This design comes from an exercise in tuning for small area, a short achievable clock period and few clock cycles on the open sky130 flow, not from production work. Function not checked in this run: the RTL went through the layout flow alone. Power and IR drop assume default switching activity.

## config.mk

```make
export PLATFORM = sky130hd
export DESIGN_NAME = fsk_f2s
export DESIGN_NICKNAME = fsk_f2s
export VERILOG_FILES = /design/flow/design.v
export SDC_FILE = /design/flow/constraint.sdc
export NUM_CORES = 4
export LEC_CHECK = 0
export CAP_MARGIN = 20
export CORE_MARGIN = 2
export CORE_UTILIZATION = 40
export SLEW_MARGIN = 20
```

## constraint.sdc

```tcl
create_clock -name core_clock -period 18.0 [get_ports {clk}]
set_input_delay 3.6000 -clock core_clock [delete_from_list [all_inputs] [get_ports {clk}]]
set_output_delay 3.6000 -clock core_clock [all_outputs]
set_load 0.01 [all_outputs]
```

## design.v

```verilog
module fsk_freq_table (
    input  wire [6:0]  idx,
    output reg  [12:0] tbl_freq,
    output reg  [7:0]  tbl_code
);
  always @(*) begin
    tbl_freq = 13'd1000 + {idx, 5'd0} + {1'b0, idx, 4'd0} + {5'd0, idx, 1'b0};
    if (idx < 7'd26)       tbl_code = {1'b0, idx} + 8'h41;
    else if (idx < 7'd52)  tbl_code = {1'b0, idx} + 8'h47;
    else if (idx < 7'd62)  tbl_code = {1'b0, idx} - 8'h04;
    else if (idx < 7'd67)  tbl_code = {1'b0, idx} + 8'h42;
    else                   tbl_code = 8'h00;
    if (idx > 7'd66) tbl_freq = 13'd0;
  end
endmodule
module fsk_f2s (
    input  wire        clk,
    input  wire        rst,           
    input  wire        in_valid,
    output wire        in_ready,
    input  wire [63:0] in_num,
    input  wire [63:0] in_den,
    input  wire [31:0] in_tol,
    input  wire        in_gate_en,
    input  wire [31:0] in_gate_lo,
    input  wire [31:0] in_gate_hi,
    output reg         out_valid,
    output reg  [1:0]  out_status,
    output reg  [7:0]  out_code,
    output reg  [6:0]  out_index
);
  localparam [1:0] ST_FOUND    = 2'd0;
  localparam [1:0] ST_NOTFOUND = 2'd1;
  localparam [1:0] ST_ILLEGAL  = 2'd2;
  localparam [1:0] ST_GATED    = 2'd3;
  parameter [12:0] REG_AFTER = 13'b0_0100_1001_0001;
  reg        v0;
  reg [63:0] n0, d0;
  reg [31:0] t0, lo0, hi0;
  reg        ge0, fast0, sat0, s26_0, gz0;
  wire slow0 = ~fast0 & ~sat0;
  assign in_ready = ~(v0 & slow0);
  wire accept = in_valid & in_ready;
  wire in_fast = in_den > {13'd0, in_num[63:13]};
  wire in_sat  = in_den <= {39'd0, in_num[63:39]};
  localparam MW = 50;
  localparam M_V = 0, M_FX = 1, M_FST = 2, M_SLOW = 4, M_PR = 5, M_GE = 7,
             M_LO = 8, M_HI = 22, M_T = 36;
  wire [63:0]   r_w [0:13];
  wire [63:0]   d_w [0:13];
  wire [12:0]   q_w [0:13];
  wire [MW-1:0] m_w [0:13];
  wire [63:0]   rm = r_w[0];
  wire [63:0]   dm = d_w[0];
  wire [12:0]   qm = q_w[0];
  wire [MW-1:0] mm = m_w[0];
  wire mv    = mm[M_V];
  wire mslow = mm[M_SLOW];
  wire [1:0] mpr = mm[M_PR+1:M_PR];
  reg busy;
  wire inj_rec   = mv & mslow & (mpr != 2'd0);
  wire done_slow = mv & mslow & (mpr == 2'd0);
  wire inj_slow1 = v0 & slow0 & ~busy;
  wire inj_fast  = v0 & ~slow0;
  function [13:0] sat14(input [31:0] x);
    sat14 = (x[31:13] != 19'd0) ? 14'd8192 : {1'b0, x[12:0]};
  endfunction
  wire ill0 = (d0 == 64'd0);
  reg [63:0]   r_in, d_in;
  reg [MW-1:0] m_in;
  always @(*) begin
    r_in = n0;
    d_in = d0;
    m_in = {MW{1'b0}};
    m_in[M_GE] = ge0;
    m_in[M_LO +: 14] = gz0 ? 14'd8192 : sat14(lo0);
    m_in[M_HI +: 14] = sat14(hi0);
    m_in[M_T  +: 14] = sat14(t0);
    m_in[M_FX] = sat0;
    m_in[M_FST +: 2] = ill0 ? ST_ILLEGAL : (ge0 ? ST_GATED : ST_NOTFOUND);
    if (inj_rec) begin
      r_in = rm;
      d_in = {13'd0, dm[63:13]};
      m_in[M_SLOW] = 1'b1;
      m_in[M_PR +: 2] = mpr - 2'd1;
      m_in[M_V] = 1'b1;
      m_in[M_FX] = 1'b0;
    end else if (inj_slow1) begin
      d_in = s26_0 ? {d0[37:0], 26'd0} : {d0[50:0], 13'd0};
      m_in[M_SLOW] = 1'b1;
      m_in[M_PR +: 2] = s26_0 ? 2'd2 : 2'd1;
      m_in[M_V] = 1'b1;
      m_in[M_FX] = 1'b0;
    end else begin
      m_in[M_V] = inj_fast;
    end
  end
  assign r_w[13] = r_in;
  assign d_w[13] = d_in;
  assign q_w[13] = 13'd0;
  assign m_w[13] = m_in;
  genvar j;
  generate
    for (j = 12; j >= 0; j = j - 1) begin : g_step
      wire [63:0] r = r_w[j+1];
      wire [63:0] d = d_w[j+1];
      wire [64-j:0] diff = {1'b0, r[63:j]} - {1'b0, d[63-j:0]};
      wire ovf;
      if (j == 0) begin : g_o0
        assign ovf = 1'b0;
      end else begin : g_o
        assign ovf = |d[63:64-j];
      end
      wire qb = ~diff[64-j] & ~ovf;
      wire [63:0] rn;
      if (j == 0) begin : g_r0
        assign rn = qb ? diff[63:0] : r;
      end else begin : g_r
        assign rn = qb ? {diff[63-j:0], r[j-1:0]} : r;
      end
      wire [12:0] qn = q_w[j+1] | ({12'd0, qb} << j);
      if (REG_AFTER[j]) begin : g_reg
        reg [63:0]   r_q, d_q;
        reg [12:0]   q_q;
        reg [MW-1:0] m_q;
        always @(posedge clk) begin
          r_q <= rn;
          d_q <= d;
          q_q <= qn;
          m_q[MW-1:1] <= m_w[j+1][MW-1:1];
          m_q[0] <= rst ? 1'b0 : m_w[j+1][0];
        end
        assign r_w[j] = r_q;
        assign d_w[j] = d_q;
        assign q_w[j] = q_q;
        assign m_w[j] = m_q;
      end else begin : g_comb
        assign r_w[j] = rn;
        assign d_w[j] = d;
        assign q_w[j] = qn;
        assign m_w[j] = m_w[j+1];
      end
    end
  endgenerate
  reg [25:0] acc;
  always @(posedge clk) begin
    if (rst) begin
      v0   <= 1'b0;
      busy <= 1'b0;
    end else begin
      if (in_ready) v0 <= in_valid;
      else if (done_slow) v0 <= 1'b0;
      if (inj_slow1) busy <= 1'b1;
      else if (done_slow) busy <= 1'b0;
    end
    if (accept) begin
      n0    <= in_num;
      d0    <= in_den;
      t0    <= in_tol;
      lo0   <= in_gate_lo;
      hi0   <= in_gate_hi;
      ge0   <= in_gate_en;
      fast0 <= in_fast;
      sat0  <= in_sat;
      s26_0 <= (in_den[63:38] == 26'd0);
      gz0   <= in_gate_en & (in_num == 64'd0);
    end
    if (inj_slow1) acc <= 26'd0;
    else if (inj_rec) acc <= {acc[12:0], qm};
  end
  wire rnz = |rm;
  wire [13:0] lo_s = mm[M_LO +: 14];
  wire [13:0] hi_s = mm[M_HI +: 14];
  wire [13:0] t_s  = mm[M_T  +: 14];
  wire [13:0] qc_f = {1'b0, qm} + {13'd0, rnz};
  wire gok_f = ({1'b0, qm} >= lo_s) & (qc_f <= hi_s);
  wire signed [16:0] v_f = $signed({3'd0, qc_f}) - $signed({3'd0, t_s}) - 17'sd1000;
  wire signed [16:0] s_f = $signed({4'd0, qm}) + $signed({3'd0, t_s}) - 17'sd1000;
  wire [38:0] q_full  = {acc, qm};
  wire [39:0] qc_full = {1'b0, q_full} + {39'd0, rnz};
  wire gok_s = ({1'b0, q_full} >= {8'd0, lo0}) & (qc_full <= {8'd0, hi0});
  wire signed [41:0] w_s = $signed({2'd0, qc_full}) - $signed({10'd0, t0}) - 42'sd1000;
  wire v_le0  = mslow ? (w_s <= 0)    : (v_f <= 0);
  wire v_big  = mslow ? (w_s > 3300)  : (v_f > 3300);
  wire [11:0] v12 = mslow ? w_s[11:0] : v_f[11:0];
  wire s_neg  = ~mslow & (s_f < 0);
  wire s_big  = mslow | (s_f >= 3300);
  wire [11:0] s12 = s_f[11:0];
  wire gated  = (mslow ? ge0 : mm[M_GE]) & ~(mslow ? gok_s : gok_f);
  reg        f_v, f_fx, f_gated, f_vle0, f_vbig, f_sneg, f_sbig;
  reg [1:0]  f_fst;
  reg [11:0] f_v12, f_s12;
  always @(posedge clk) begin
    f_v     <= rst ? 1'b0 : (mv & ~inj_rec);
    f_fx    <= mm[M_FX];
    f_fst   <= mm[M_FST +: 2];
    f_gated <= gated;
    f_vle0  <= v_le0;
    f_vbig  <= v_big;
    f_v12   <= v12;
    f_sneg  <= s_neg;
    f_sbig  <= s_big;
    f_s12   <= s12;
  end
  wire [11:0] vp   = f_v12 + 12'd49;
  wire [23:0] vm   = vp * 11'd1311;
  wire [6:0]  ia   = f_vle0 ? 7'd0 : vm[22:16];
  wire [12:0] f50  = {ia, 5'd0} + {1'b0, ia, 4'd0} + {5'd0, ia, 1'b0};
  wire        bok  = f_sbig | (~f_sneg & (f50 <= {1'b0, f_s12}));
  wire        found = ~f_vbig & bok;
  wire [12:0] tbl_freq;
  wire [7:0]  tbl_code;
  fsk_freq_table u_table (
      .idx      (ia),
      .tbl_freq (tbl_freq),
      .tbl_code (tbl_code)
  );
  always @(posedge clk) begin
    out_valid <= rst ? 1'b0 : f_v;
    if (f_fx) begin
      out_status <= f_fst;
      out_code   <= 8'd0;
      out_index  <= 7'd0;
    end else if (f_gated) begin
      out_status <= ST_GATED;
      out_code   <= 8'd0;
      out_index  <= 7'd0;
    end else if (found) begin
      out_status <= ST_FOUND;
      out_code   <= tbl_code;
      out_index  <= ia;
    end else begin
      out_status <= ST_NOTFOUND;
      out_code   <= 8'd0;
      out_index  <= 7'd0;
    end
  end
endmodule
```

## run.sh

```bash
#!/bin/bash
# synth_recipe.tcl (not shown) runs the flow's synth.tcl, then flattens the netlist and writes it again
# the make line also repeats each setting of config.mk as NAME=value (left out here)
make -C /OpenROAD-flow-scripts/flow DESIGN_CONFIG=/design/flow/config.mk WORK_HOME=/design/flow/orfs CLKGATE_MAP_FILE= SYNTH_SCRIPT=/design/flow/synth_recipe.tcl finish
```

==> run summary <==
status=timing/DRC/antenna clean; DP HPWL=276000 microns; PwrDens=116 nW/um^2; vias in the first global route=around 80000; Startpoint Class=flop; number of flops mapped to enable cells by yosys=between 200 and 250; final WL=332000 microns; Max VDD drop=between 0.3 and 0.4 mV; Vias per Instance=between 5 and 6; I/O pin cnt=about 250; first-pass GRT wire length=489000 microns; H-Tree Depth=3; Synth Cell Area=roughly 90000 sq um; FF-to-FF setup slack=about 1.1 ns; Worst Tran Pin Value=between 1 and 1.5 ns; sequential share of the synthesized area=~26%; GRT Total Usage=between 20% and 30%; crit path DAT=approximately 18 ns; asr flop ratio synth=0%; Area Overhead vs Synth=11.1%; CTS Buf Count=118; die width=~480 microns; initial antenna violation count=20; port bufs=between 200 and 250; Placed Cells=13800; Sink Count=~1000; # setup viols final=0; Hold WC Path Type=flop to flop; drt drc=0; core box area=~220000 sq um; Tcrit/Tclk final=a little over nine tenths; Max Cap Violations=0; Tmin final=about 17 ns; antenna viol nets, final=0; Setup Skew=around 0.095 ns; via count=82500; Yosys reg bits=slightly above 1000; Placement Rows=between 150 and 200; CTS root buffer=clkbuf_16; setup bufs post-CTS=0; synth warn=2; CP most frequent cell=o21ai_1; Pre-antenna DRT Iters=6; Clock transition at path regs=around 0.06 ns; CP peak stage delay=between 0.7 and 0.8 ns; NumNets Final=about 12000; cells after synthesis=~11000; CP Max Fanout=63; Slew HR=about a quarter; wire per inst=23.6 microns; Worst Path Required=around 19 ns; # hold bufs at CTS=0; Mapped Avg Cell Area=8.31 sq um; Max Fclk=about 0.059 GHz; Synth cell types=120; RSZ-0062 raised after global routing=no; count of final hold-check violations=0; Fin Setup TNS=0 ns; TritonCTS clock tree=yes; Pins Over Slew Limit=0; Worst setup EP type=flop; fin cells=approximately 14000; Die H=approximately 480 microns; clock latency (worst-skew pair)=slightly above 0.8 ns; global route overflow=0; layout cells sized above 1=7.28%; largest net degree at the start of global routing=96; most common flop cell mapped by yosys=dfxtp_1; slowest CP cell=a21o_4; placer congestion estimate=0.985; number of fillers in the final layout=approximately 22000; DRT iter0 DRCs=around 7200; multi-input logic area=around 63000 sq um; storage element area=between 20000 and 25000 sq um; LEAKAGE=~45 nW; CTS max path bufs=3; Post-CTS Resized=0; DIE AREA=229000 sq um; initial core utilization=about two fifths; syn_nets=~12000; critical path class=flop to flop
## logic make-up after synthesis
family | after synthesis | share of synthesized area [%]
mux | 491 | 6.02
compound gates | 3250 | 23.1
flops | 1038 | 25.6
xor+xnor | 784 | 7.64
simple gates | 2950 | 15.7
buf+inv | 1127 | 4.87
fa+ha+maj | 1185 | 17.0
## flip-flops by register name (all words and copies together), names as in the netlist, 26 cells and up
signal / count
g_step.g_reg.r_q: 256
t0: 32
lo0: 32
d0: 64
g_step.g_reg.m_q: 200
g_step.g_reg.d_q: 243
hi0: 32
n0: 64
g_step.g_reg.q_q: 31
acc: 26
## per-layer routing
metal  global-route usage [%]  share of wire, %
met5                        0            0.0069
met4                     13.6               5.6
met3                     3.79               6.8
met2                     44.0                44
met1                     37.3                44
## area by class of cell
type,instances,share of cell area [%]
multi-input combinational,8660,62.7
sequential,1038,23.1
tap,2992,3.75
clock buffer,146,3.28
timing repair buffer,339,3.20
inverter,820,3.08
clock inverter,75,0.924
antenna,7,0.0175
## per-stage QoR
stage | total power (W) | utilization, % | hold slack (ns) | setup slack (ns) | cell area (sq um)
finish | 0.0116 | 44.6 | 0.271 | 1.14 | 99900
global route | 0.0126 | 44.6 | 0.288 | 0.271 | 99900
CTS | 0.0117 | 44.6 | 0.263 | 1.05 | 99900
detailed placement | 0.00899 | 42.7 | 0.312 | 1.10 | 95700
global placement | 0.00891 | 42.7 | 0.310 | 1.31 | 95700
floorplan | 0.00741 | - | 0.310 | 5.90 | 90000
## cell usage after synthesis (168+ instances only)
library cell	count	share of area (%)
mux2_2	387	4.8
clkbuf_1	218	0.91
xor2_1	282	2.7
inv_1	812	3.4
nor2_1	717	3.0
a21oi_1	1012	5.6
a21o_1	536	4.5
o21ai_0	606	3.4
ha_1	1124	16
nand3_1	220	1.2
edfxtp_1	229	7.6
xnor2_1	501	4.9
dfxtp_1	809	18
nand4_1	170	1.2
o21a_1	168	1.4
nand2_1	946	3.9
## where the power goes
group | switching, W | internal [W]
Sequential | 0.000265 | 0.00257
Clock | 0.00111 | 0.00149
Combinational | 0.00355 | 0.00265
Total | 0.00492 | 0.00672
## worst paths after layout
check,start,endpoint,depth (start not counted)
worst min-delay path,g_step[4].g_reg.d_q[28]$_DFF_P_,g_step[0].g_reg.d_q[28]$_DFF_P_,0
worst max register to register,g_step[4].g_reg.d_q[35]$_DFF_P_,g_step[0].g_reg.r_q[46]$_DFF_P_,52
worst max-delay path,g_step[4].g_reg.d_q[35]$_DFF_P_,g_step[0].g_reg.r_q[46]$_DFF_P_,52
worst min register to register,g_step[4].g_reg.d_q[28]$_DFF_P_,g_step[0].g_reg.d_q[28]$_DFF_P_,0
## worst max-delay path, delay by kind of cell (launching register included)
| family | cells | cell delay [ns] |
|---|---|---|
| AOI/OAI and AO/OA | 31 | 9.11 |
| and+or+nand+nor | 7 | 1.55 |
| muxes | 4 | 1.63 |
| adders and majority gates | 4 | 1.59 |
| DFF | 1 | 0.32 |
| buffers and inverters | 6 | 2.33 |
## layout by cell type (no fill, tap or decap), types with 37 or more instances in the layout
master           netlist  routed
edfxtp_1             229     229
mux2i_1               92      92
and2_1                65      64
clkdlybuf4s50_1        0     246
nand2b_1             138     138
inv_1                812     812
or3_1                 58      58
nor2b_1              115     115
dfxtp_1              809     809
a21oi_1             1012    1011
buf_4                 15      90
nand4_1              170     170
mux2_2               387     387
o211ai_1              54      54
o31ai_1               80      79
nand3_1              220     220
nor3_1               142     142
fa_1                  61      61
clkbuf_16              0     123
or2_2                 38      37
o21a_1               168     168
o21bai_1             113     113
a31oi_1              109     109
and3_1               100     100
xnor2_1              501     501
xor2_1               282     282
nor2_1               717     714
o21ai_1               51      51
a21o_1               536     535
nand2_1              946     946
a211oi_1             126     126
ha_1                1124    1124
o21ai_0              606     604
nor4_1               102      99

==> static timing again, ports no longer ideal <==
How much do the figures lean on ideal ports? The routed layout below was timed once more, with nothing changed but the port constraints.
Step 1 assumes that a clkbuf_16 drives the clock port and a buf_2 every other input.
Step 2 times the ports against the registers' clock, not the clock port: input delays grow and output delays shrink by t, the midpoint of the rising clock arrivals with the driver on.
Three values: ideal, step 1, step 2; two values: the first two.
t (ns): 0.879
setup slack, ns: 1.145 / 1.145 / 1.145
pins driven straight from the clock port: 1
After both steps this run still meets setup and hold. For this run, drivers alone change the setup slack by 0.000 ns; drivers and shift together by 0.000 ns.
